Background: an optimization exercise with open tools, aiming at small area, a short achievable clock period and few clock cycles per item. Do not read the settings as production practice.
Only simulation tests tie the RTL to the original design; equivalence was not proved.
Power is estimated from default activity; no workload was simulated.

==> flow/design.v, too long to show whole: its modules and the start of the top module <==
// module rtty_coef_rom: 640 lines
// module rtty_mac: 510 lines
// module rtty_baudot_dec: 42 lines
// module rtty_slicer: 159 lines
// module rtty_frame_rx: 53 lines
// module rtty_rx: 37 lines
module rtty_rx (
    input  wire        clk,
    input  wire        rst,
    input  wire        in_valid,
    output wire        in_ready,
    input  wire [15:0] in_sample,
    output wire        bit_valid,
    output wire        bit_value,
    output wire        out_valid,
    output wire [7:0]  out_char,
    output wire        out_unk,
    output wire [15:0] fecnt
);
  // ...
==> flow/run.sh <==
#!/bin/bash
# synth_recipe.tcl (not shown) runs the flow's synth.tcl, then flattens the netlist and writes it again
# the make line also repeats each setting of config.mk as NAME=value (left out here)
make -C /OpenROAD-flow-scripts/flow DESIGN_CONFIG=/design/flow/config.mk WORK_HOME=/design/flow/orfs CLKGATE_MAP_FILE= SYNTH_SCRIPT=/design/flow/synth_recipe.tcl finish
==> flow/config.mk <==
export PLATFORM = sky130hd
export DESIGN_NAME = rtty_rx
export DESIGN_NICKNAME = rtty_rx
export VERILOG_FILES = /design/flow/design.v
export SDC_FILE = /design/flow/constraint.sdc
export NUM_CORES = 4
export LEC_CHECK = 0
export CAP_MARGIN = 20
export CORE_MARGIN = 2
export CORE_UTILIZATION = 40
export SLEW_MARGIN = 20
export SYNTH_MEMORY_MAX_BITS = 65536
==> flow/constraint.sdc <==
create_clock -name core_clock -period 12.0 [get_ports {clk}]
set_input_delay 2.4000 -clock core_clock [delete_from_list [all_inputs] [get_ports {clk}]]
set_output_delay 2.4000 -clock core_clock [all_outputs]
set_load 0.01 [all_outputs]
==> summary.txt, run 1 <==
DR top layer met5; Post-Synthesis Cells 6101; Simple-Gate Fraction of Synth Area 13.66%; multi-input gates 4245; I/O Pins 48; final core occ 43.82%; Total GRT Usage 33.95%; FF-to-FF setup slack 7.17 ns; antenna viol nets, final 0; Top Consumer sequential cells; row cnt 135; run status no timing/DRC/antenna violations; xor/xnor share of the synthesized area 9.449%; drt drc 0; asr flop ratio synth 0%; Critical Path Sink Type flop; clk sinks 685; busiest grt layer met2; grt met1 use 42.36%; Hold Crit Depth 1; met2 wire len 104300 um; Max Cap Viol 0; fill cell count 13220; r2r endpoint u_slicer.acc[23]; setup ws final 7.165 ns; slew margin rel. 16.84%; family with the most delay on the worst path compound AO/OA/AOI/OAI gates; vias 47330; clkbuf count 116; core area 0.1356 mm2
Testbench counts, summed over its fixed seeds: cycles 141,584, items 140,800.
==> module rtty_slicer, before the edit <==
module rtty_slicer (
    input  wire        clk,
    input  wire        rst,
    input  wire        in_valid,
    input  wire [15:0] in_sample,
    output reg         win_valid,
    output reg         win_bit
);
    reg  [15:0] lo;
    reg  [10:0] hi;
    wire        pos_first = hi[0] & lo[0];
    wire        pos_last  = hi[10] & lo[15];
    wire        take      = in_valid & ~rst;
    reg         v1, first1, last1;
    reg  [7:0]  one1, two1;          
    reg  [7:0]  nf_cm1, nf_sm1, nf_cs1, nf_ss1;    
    reg [13:0]  mag_cm1, mag_sm1, mag_cs1, mag_ss1;
    wire [13:0] r_cm, r_sm, r_cs, r_ss;
    wire [3:0]  r_neg;
    rtty_coef_rom u_rom (
        .lo(lo), .hi(hi),
        .mag_cm(r_cm), .mag_sm(r_sm), .mag_cs(r_cs), .mag_ss(r_ss), .neg(r_neg)
    );
    wire [16:0] xe = {in_sample, 1'b0};
    wire [7:0]  b_one, b_two, b_neg;
    genvar g;
    generate
        for (g = 0; g < 8; g = g + 1) begin : g_booth
            assign b_one[g] = xe[2*g+1] ^ xe[2*g];
            assign b_two[g] = (xe[2*g+2] & ~xe[2*g+1] & ~xe[2*g]) | (~xe[2*g+2] & xe[2*g+1] & xe[2*g]);
            assign b_neg[g] = xe[2*g+2];
        end
    endgenerate
    always @(posedge clk) begin
        if (rst) begin
            lo <= 16'd1;
            hi <= 11'd1;
            v1 <= 1'b0;
        end else begin
            v1 <= in_valid;
            if (in_valid) begin
                lo <= {lo[14:0], lo[15]};
                if (lo[15])
                    hi <= {hi[9:0], hi[10]};
            end
        end
        first1  <= pos_first;
        last1   <= pos_last;
        one1    <= take ? b_one : 8'd0;
        two1    <= take ? b_two : 8'd0;
        nf_cm1  <= take ? b_neg ^ {8{r_neg[0]}} : 8'd0;
        nf_sm1  <= take ? b_neg ^ {8{r_neg[1]}} : 8'd0;
        nf_cs1  <= take ? b_neg ^ {8{r_neg[2]}} : 8'd0;
        nf_ss1  <= take ? b_neg ^ {8{r_neg[3]}} : 8'd0;
        mag_cm1 <= r_cm;
        mag_sm1 <= r_sm;
        mag_cs1 <= r_cs;
        mag_ss1 <= r_ss;
    end
    wire [35:0] s_cm, c_cm, s_sm, c_sm, s_cs, c_cs, s_ss, c_ss;
    rtty_mac u_cm (.clk(clk), .en(v1), .first(first1), .one(one1), .two(two1), .nf(nf_cm1),
                   .mag(mag_cm1), .s(s_cm), .c(c_cm));
    rtty_mac u_sm (.clk(clk), .en(v1), .first(first1), .one(one1), .two(two1), .nf(nf_sm1),
                   .mag(mag_sm1), .s(s_sm), .c(c_sm));
    rtty_mac u_cs (.clk(clk), .en(v1), .first(first1), .one(one1), .two(two1), .nf(nf_cs1),
                   .mag(mag_cs1), .s(s_cs), .c(c_cs));
    rtty_mac u_ss (.clk(clk), .en(v1), .first(first1), .one(one1), .two(two1), .nf(nf_ss1),
                   .mag(mag_ss1), .s(s_ss), .c(c_ss));
    reg cap;
    always @(posedge clk) begin
        if (rst) cap <= 1'b0;
        else     cap <= v1 & last1;
    end
    wire [14:0] l_cm = {1'b0, s_cm[13:0]} + {1'b0, c_cm[13:0]};
    wire [14:0] l_sm = {1'b0, s_sm[13:0]} + {1'b0, c_sm[13:0]};
    wire [14:0] l_cs = {1'b0, s_cs[13:0]} + {1'b0, c_cs[13:0]};
    wire [14:0] l_ss = {1'b0, s_ss[13:0]} + {1'b0, c_ss[13:0]};
    reg [21:0] q0, q1, q2, q3;
    reg [21:0] h0, h1, h2, h3;
    reg [3:0]  k;
    reg        run;
    reg  [6:0] t;
    reg  [4:0] j;
    reg        resolve, active, jlast, sub, rnd_end;
    reg        rbit;
    reg [25:0] acc;
    reg        sticky;
    reg        fin;
    wire [4:0]  j_next  = (active & rnd_end) ? j + 5'd1 : j;
    wire        run_next = cap | (run & (t != 7'd92));
    wire [6:0]  t_next  = cap ? 7'd0 : (run ? t + 7'd1 : t);
    wire        resolve_next = run_next & (t_next[6:2] == 5'd0);
    wire        jlast_next   = ~cap & (j_next == 5'd21);
    wire [21:0] term    = (rbit | resolve) ? q0 : 22'd0;
    wire [25:0] add_a   = resolve ? {4'd0, h0} : acc;
    wire [25:0] add_b   = {{4{term[21] & ~resolve}}, term} ^ {26{sub}};
    wire        add_c   = resolve ? k[0] : sub;
    wire [25:0] sum     = add_a + add_b + {25'd0, add_c};
    always @(posedge clk) begin
        if (cap) begin
            q0 <= s_cm[35:14];
            q1 <= s_sm[35:14];
            q2 <= s_cs[35:14];
            q3 <= s_ss[35:14];
            h0 <= c_cm[35:14];
            h1 <= c_sm[35:14];
            h2 <= c_cs[35:14];
            h3 <= c_ss[35:14];
            k  <= {l_ss[14], l_cs[14], l_sm[14], l_cm[14]};
        end else begin
            q0 <= q1;
            q1 <= q2;
            q2 <= q3;
            q3 <= resolve ? sum[21:0] : q0;
            h0 <= h1;
            h1 <= h2;
            h2 <= h3;
            h3 <= 22'd0;
            k  <= {1'b0, k[3:1]};
        end
    end
    always @(posedge clk) begin
        if (rst) begin
            run       <= 1'b0;
            fin       <= 1'b0;
            win_valid <= 1'b0;
            resolve   <= 1'b0;
            active    <= 1'b0;
        end else begin
            run       <= run_next;
            fin       <= run & ~cap & (t == 7'd92);
            win_valid <= fin;
            resolve   <= resolve_next;
            active    <= run_next & (t_next > 7'd4);
        end
        t       <= t_next;
        rnd_end <= (t_next[1:0] == 2'd0);
        sub     <= (t_next[1] ^ jlast_next) & ~resolve_next;
        if (cap) begin
            j      <= 5'd0;
            jlast  <= 1'b0;
            acc    <= 26'd0;
            sticky <= 1'b0;
        end else begin
            j     <= j_next;
            jlast <= jlast_next;
            if (active) begin
                if (rnd_end) begin
                    acc    <= {sum[25], sum[25:1]};
                    sticky <= sticky | sum[0];
                end else begin
                    acc <= sum;
                end
            end
        end
        rbit    <= q1[j_next];
        win_bit <= ~acc[25] & ((|acc) | sticky);
    end
endmodule
==> run 2, diff against run 1 <==
--- a/flow/design.v
+++ b/flow/design.v
@@ -1285,7 +1285,6 @@
     wire        jlast_next   = ~cap & (j_next == 5'd21);
-    wire [21:0] term    = (rbit | resolve) ? q0 : 22'd0;
-    wire [25:0] add_a   = resolve ? {4'd0, h0} : acc;
-    wire [25:0] add_b   = {{4{term[21] & ~resolve}}, term} ^ {26{sub}};
-    wire        add_c   = resolve ? k[0] : sub;
-    wire [25:0] sum     = add_a + add_b + {25'd0, add_c};
+    localparam [25:0] ACC0 = 26'd8388606;
+    wire [21:0] term    = rbit ? q0 : 22'd0;
+    wire [25:0] sum     = acc + ({{4{term[21]}}, term} ^ {26{sub}});
+    wire [21:0] res     = q0 + h0 + {21'd0, k[0]};
     always @(posedge clk) begin
@@ -1305,3 +1304,3 @@
             q2 <= q3;
-            q3 <= resolve ? sum[21:0] : q0;
+            q3 <= resolve ? res : q0;
             h0 <= h1;
@@ -1329,3 +1328,3 @@
         rnd_end <= (t_next[1:0] == 2'd0);
-        sub     <= (t_next[1] ^ jlast_next) & ~resolve_next;
+        sub     <= t_next[1] ^ jlast_next;
         if (cap) begin
@@ -1333,3 +1332,3 @@
             jlast  <= 1'b0;
-            acc    <= 26'd0;
+            acc    <= ACC0;
             sticky <= 1'b0;
--- a/flow/config.mk
+++ b/flow/config.mk
@@ -10,3 +10,3 @@
 export CORE_UTILIZATION = 40
-export SLEW_MARGIN = 20
+export SLEW_MARGIN = 50
 export SYNTH_MEMORY_MAX_BITS = 65536
==> summary.txt, run 2 <==
Routed WL 245500 um (was 240800 um); Sum Neg Setup Slack 0 ns (unchanged); most frequent cells in the layout inv_1 (611), dfxtp_1 (591), fa_1 (535), a22oi_1 (422), nand2_1 (369) (was dfxtp_1 (644), inv_1 (599), fa_1 (534), a22oi_1 (435), nand2_1 (414)); Reg power frac 38.5% (was 38.3%); Cell variety after synth 88 (was 81); CTS tree built (unchanged); P_int 5.040 mW (was 5.123 mW); largest family of logic cells by synthesized area adder cells (unchanged); global route overflow 0 (unchanged); Hold Path Origin u_slicer.h2[18] (was u_slicer.h3[19]); vias 47460 (was 47330); Compound-Gate Fraction of Synth Area 15.70% (was 15.01%); H-tree levels 3 (unchanged); TritonCTS buffer count 82 (unchanged); layout cell share with drive strength beyond 1 11.57% (was 10.05%); Layout Cells excl Fill 7758 (was 7675); Place WS 7.833 ns (was 7.183 ns); Die Y 376.5 um (was 374.0 um); die width 376.5 um (was 374.0 um); area growth from synthesis to layout 8.795% (was 8.517%); Synth Register Bits 685 (unchanged); Critical Path Sink Type flop (unchanged); Slew Viols, Final 0 (unchanged); Tmin final 4.239 ns (was 4.835 ns); Initial Util 40.31% (was 40.38%); fill cell count 13350 (was 13220); Post-synth top flop dfxtp_1 (unchanged); Post-Synthesis Cells 6188 (was 6101); clock buffer depth 3 (unchanged); WL per Instance 31.64 um (was 31.38 um); clk root buf clkbuf_16 (unchanged); Final Cycle Share 35.32% (was 40.29%); Synth Area in Adders 24.37% (was 24.14%); area of the die 0.1417 mm2 (was 0.1399 mm2); Total GRT Usage 34.44% (was 33.95%); Power Density 128.8 mW/mm2 (was 130.5 mW/mm2); commonest non-fill, non-tap cell in the layout inv_1 (was dfxtp_1); EDFF count, synth 7 (unchanged); Port Buffers 45 (unchanged); Clock power frac 33.5% (was 33.9%); Yosys top cell area share 24.46% (was 24.78%); Setup Skew 0.05770 ns (was 0.03153 ns); core area 0.1377 mm2 (was 0.1356 mm2); vias per inst 6.117 (was 6.167); antenna viol nets, final 0 (unchanged); CP max FO 29 (was 52); Leak Pwr 25.45 nW (was 25.05 nW); Fin. Hold Viols 0 (unchanged); setup ws final 7.761 ns (was 7.165 ns); slew margin rel. 43.73% (was 16.84%); hold buffers post-CTS 0 (unchanged); clk sinks 685 (unchanged); CTS resizes 0 (unchanged); worst slew pin tran 0.8370 ns (was 1.216 ns); drt drc 0 (unchanged); total power 7.776 mW (was 7.755 mW); setup violators final 0 (unchanged); DP Cell Count 7585 (was 7501); WS Path Type flop to flop (unchanged); top cells by area, synth dfxtp_1 (24%), fa_1 (19%), a22oi_1 (5.7%) (was dfxtp_1 (25%), fa_1 (20%), a22oi_1 (6.0%)); HPWL Detailed 173500 um (was 163500 um); hold-critical path endpoint u_slicer.h1[18] (was u_slicer.h2[19]); most common cell in the netlist dfxtp_1 (unchanged); maximum clock frequency 235.9 MHz (was 206.8 MHz); RSZ-0062 raised after global routing false (unchanged); Hold Crit Depth 1 (unchanged); Simple-Gate Fraction of Synth Area 13.60% (was 13.66%); Final nets 6657 (was 6560); post-synthesis mux area share 3.763% (was 4.526%); Critical Path RT 12.57 ns (was 12.58 ns); design area 0.06038 mm2 (was 0.05943 mm2); asr flop ratio synth 0% (unchanged); Worst Hold Class flop to flop (unchanged); I/O Pins 48 (unchanged); post-synth net total 6967 (was 6856); reg2reg start u_slicer.two1[3] (was u_slicer.resolve); FF-to-FF path depth 9 (was 15); combinational power share 28.0% (was 27.8%); xor/xnor share of the synthesized area 9.604% (was 9.449%); Ys Warns 4 (unchanged); Post-Syn Area per Cell 8.969 um2 (was 8.976 um2); run status no timing/DRC/antenna violations (unchanged); first-pass GRT wire length 354500 um (was 346800 um); vias in the first global route 48750 (was 47570); crit start category flop (unchanged); initial antenna violation count 36 (was 27); maximum vdd ir drop 0.0001055 V (was 0.0001087 V); Synth top cells by count dfxtp_1 (678), inv_1 (612), fa_1 (535) (was dfxtp_1 (678), inv_1 (599), fa_1 (534)); clk slew on worst S/H paths 0.06 ns (about the same); Skew-Pair Late Insertion Delay 0.72 ns (was 0.69 ns); row cnt 136 (was 135); area leader, netlist dfxtp_1 (unchanged); Iteration-0 DRC Markers 5255 (was 5517); pin count of the biggest net entering global routing 93 (was 207); switching share of total power 35.18% (was 33.94%); drt pass-1 iters 7 (unchanged); Final Wtd Congestion 1.104 (about the same); r2r endpoint u_slicer.u_ss.c[17] (was u_slicer.acc[23]); Placed Instance Area 0.05742 mm2 (was 0.05652 mm2); Max Cap Viol 0 (unchanged); register area share after synthesis 24.84% (was 25.17%); arrival time worst endpoint 4.81 ns (was 5.42 ns); P_sw 2.735 mW (was 2.632 mW); FF-to-FF setup slack 7.76 ns (was 7.17 ns); post-CTS setup buffers 0 (unchanged); Cell Area, Synth 0.05550 mm2 (was 0.05477 mm2)
==> run 2: cell count changes after synthesis, sizes merged, moves of 13 or more <==
cell and delta:
buf +22, a22oi -13, nand4 +20, nand3 -13
ha +23, xor2 +15, nand2 -34, o41ai +22
mux2 -24, a21oi +30
==> run 2: final cells by class <==
type,instances,area [um2],share of cell area (%)
timing repair buffer,188,1618,2.679
sequential,685,13930,23.07
antenna,20,50.05,0.08289
clock buffer,109,2345,3.883
tap,1794,2245,3.718
multi-input combinational,4308,37410,61.96
clock inverter,41,481.7,0.7978
inverter,613,2301,3.811
==> run 2: per-layer routing <==
| layer | GRT usage (%) | vias up | routed length, um | share of wire, % |
|---|---|---|---|---|
| met3 | 11.73 | 771 | 26340 | 11 |
| met1 | 42.69 | 23850 | 97080 | 40 |
| met2 | 52.53 | 2702 | 106000 | 43 |
| met5 | 0 | - | 170 | 0.069 |
| li1 | - | 20110 | - | - |
| met4 | 18.79 | 24 | 15860 | 6.5 |
==> run 2: cells by family after synthesis <==
family                   Yosys count
adder cells (fa/ha/maj)          760
XOR/XNOR                         606
AO/OA/AOI/OAI                   1282
other                              2
buffers and inverters           1195
AND/OR/NAND/NOR                 1474
multiplexers                     184
flip-flops                       685
==> run 2: worst max-delay path by stage <==
| stage | start | to | depth (start not counted) |
|---|---|---|---|
| 3_3_place_gp | u_slicer.two1[3] | u_slicer.u_ss.c[17] | 9 |
| 3_5_place_dp | u_slicer.two1[3] | u_slicer.u_ss.c[17] | 9 |
| 4_1_cts | u_frame.fecnt[8] | fecnt[8] | 1 |
| 5_1_grt | u_slicer.two1[3] | u_slicer.u_ss.c[17] | 9 |
| 6_report | u_slicer.two1[3] | u_slicer.u_ss.c[17] | 9 |
| 2_1_floorplan | u_slicer.nf_cm1[1] | u_slicer.u_cm.c[16] | 9 |
==> run 2: worst max-delay path, stage by stage (launching register included) <==
cell,delay (ns)
dfxtp_2,0.80
buf_4,0.51
a22oi_1,0.18
xor2_1,0.19
fa_1,0.53
fa_1,0.44
fa_1,0.42
fa_1,0.53
inv_1,0.06
fa_1,0.44
==> run 2: through the flow <==
| stage | hold WS (ns) | util (%) |
|---|---|---|
| 2_1_floorplan | 0.4138 | - |
| 6_report | 0.4346 | 43.86 |
| 3_5_place_dp | 0.4391 | 41.71 |
| 5_1_grt | 0.4620 | 43.84 |
| 4_1_cts | 0.4262 | 43.77 |
| 3_3_place_gp | 0.4265 | 41.47 |
==> run 2: power by group through the flow <==
stage	sequential (mW)	combinational [mW]	clock, mW
after floorplan	2.84	1.63	0
after global placement	3.04	2.07	0
after detailed placement	3.04	2.16	0
after CTS	2.99	2.18	2.67
after global routing	3.03	2.56	2.75
final	3.00	2.17	2.61
Testbench counts of run 2, summed over its fixed seeds: cycles 141,584, items 140,800.

## what the ideal ports hide
No port has a modelled driver above. Below, the same layouts with a new extraction and two added sets of constraints.
Step 1: set_driving_cell puts a clkbuf_16 on clk and a buf_2 on each other input, an assumption about the parent block.
Step 2 also shifts input and output timing later by t, the mid clock arrival at the registers, as if the neighbouring blocks saw the same clock.
Slacks: no drivers / after step 1 / after step 2; pairs: no drivers / after step 1.
run | shift t [ns] | slack for setup (ns) | worst register clock-pin slew, ns
run 1 | 0.750 | 7.165 / 7.165 / 7.165 | 0.07 / 0.07
run 2 | 0.765 | 7.761 / 7.740 / 7.753 | 0.07 / 0.07
After both steps every run listed still meets setup and hold. The setup slack of run 2, which loses most, moves by -0.021 ns with the drivers and by -0.008 ns with both steps.
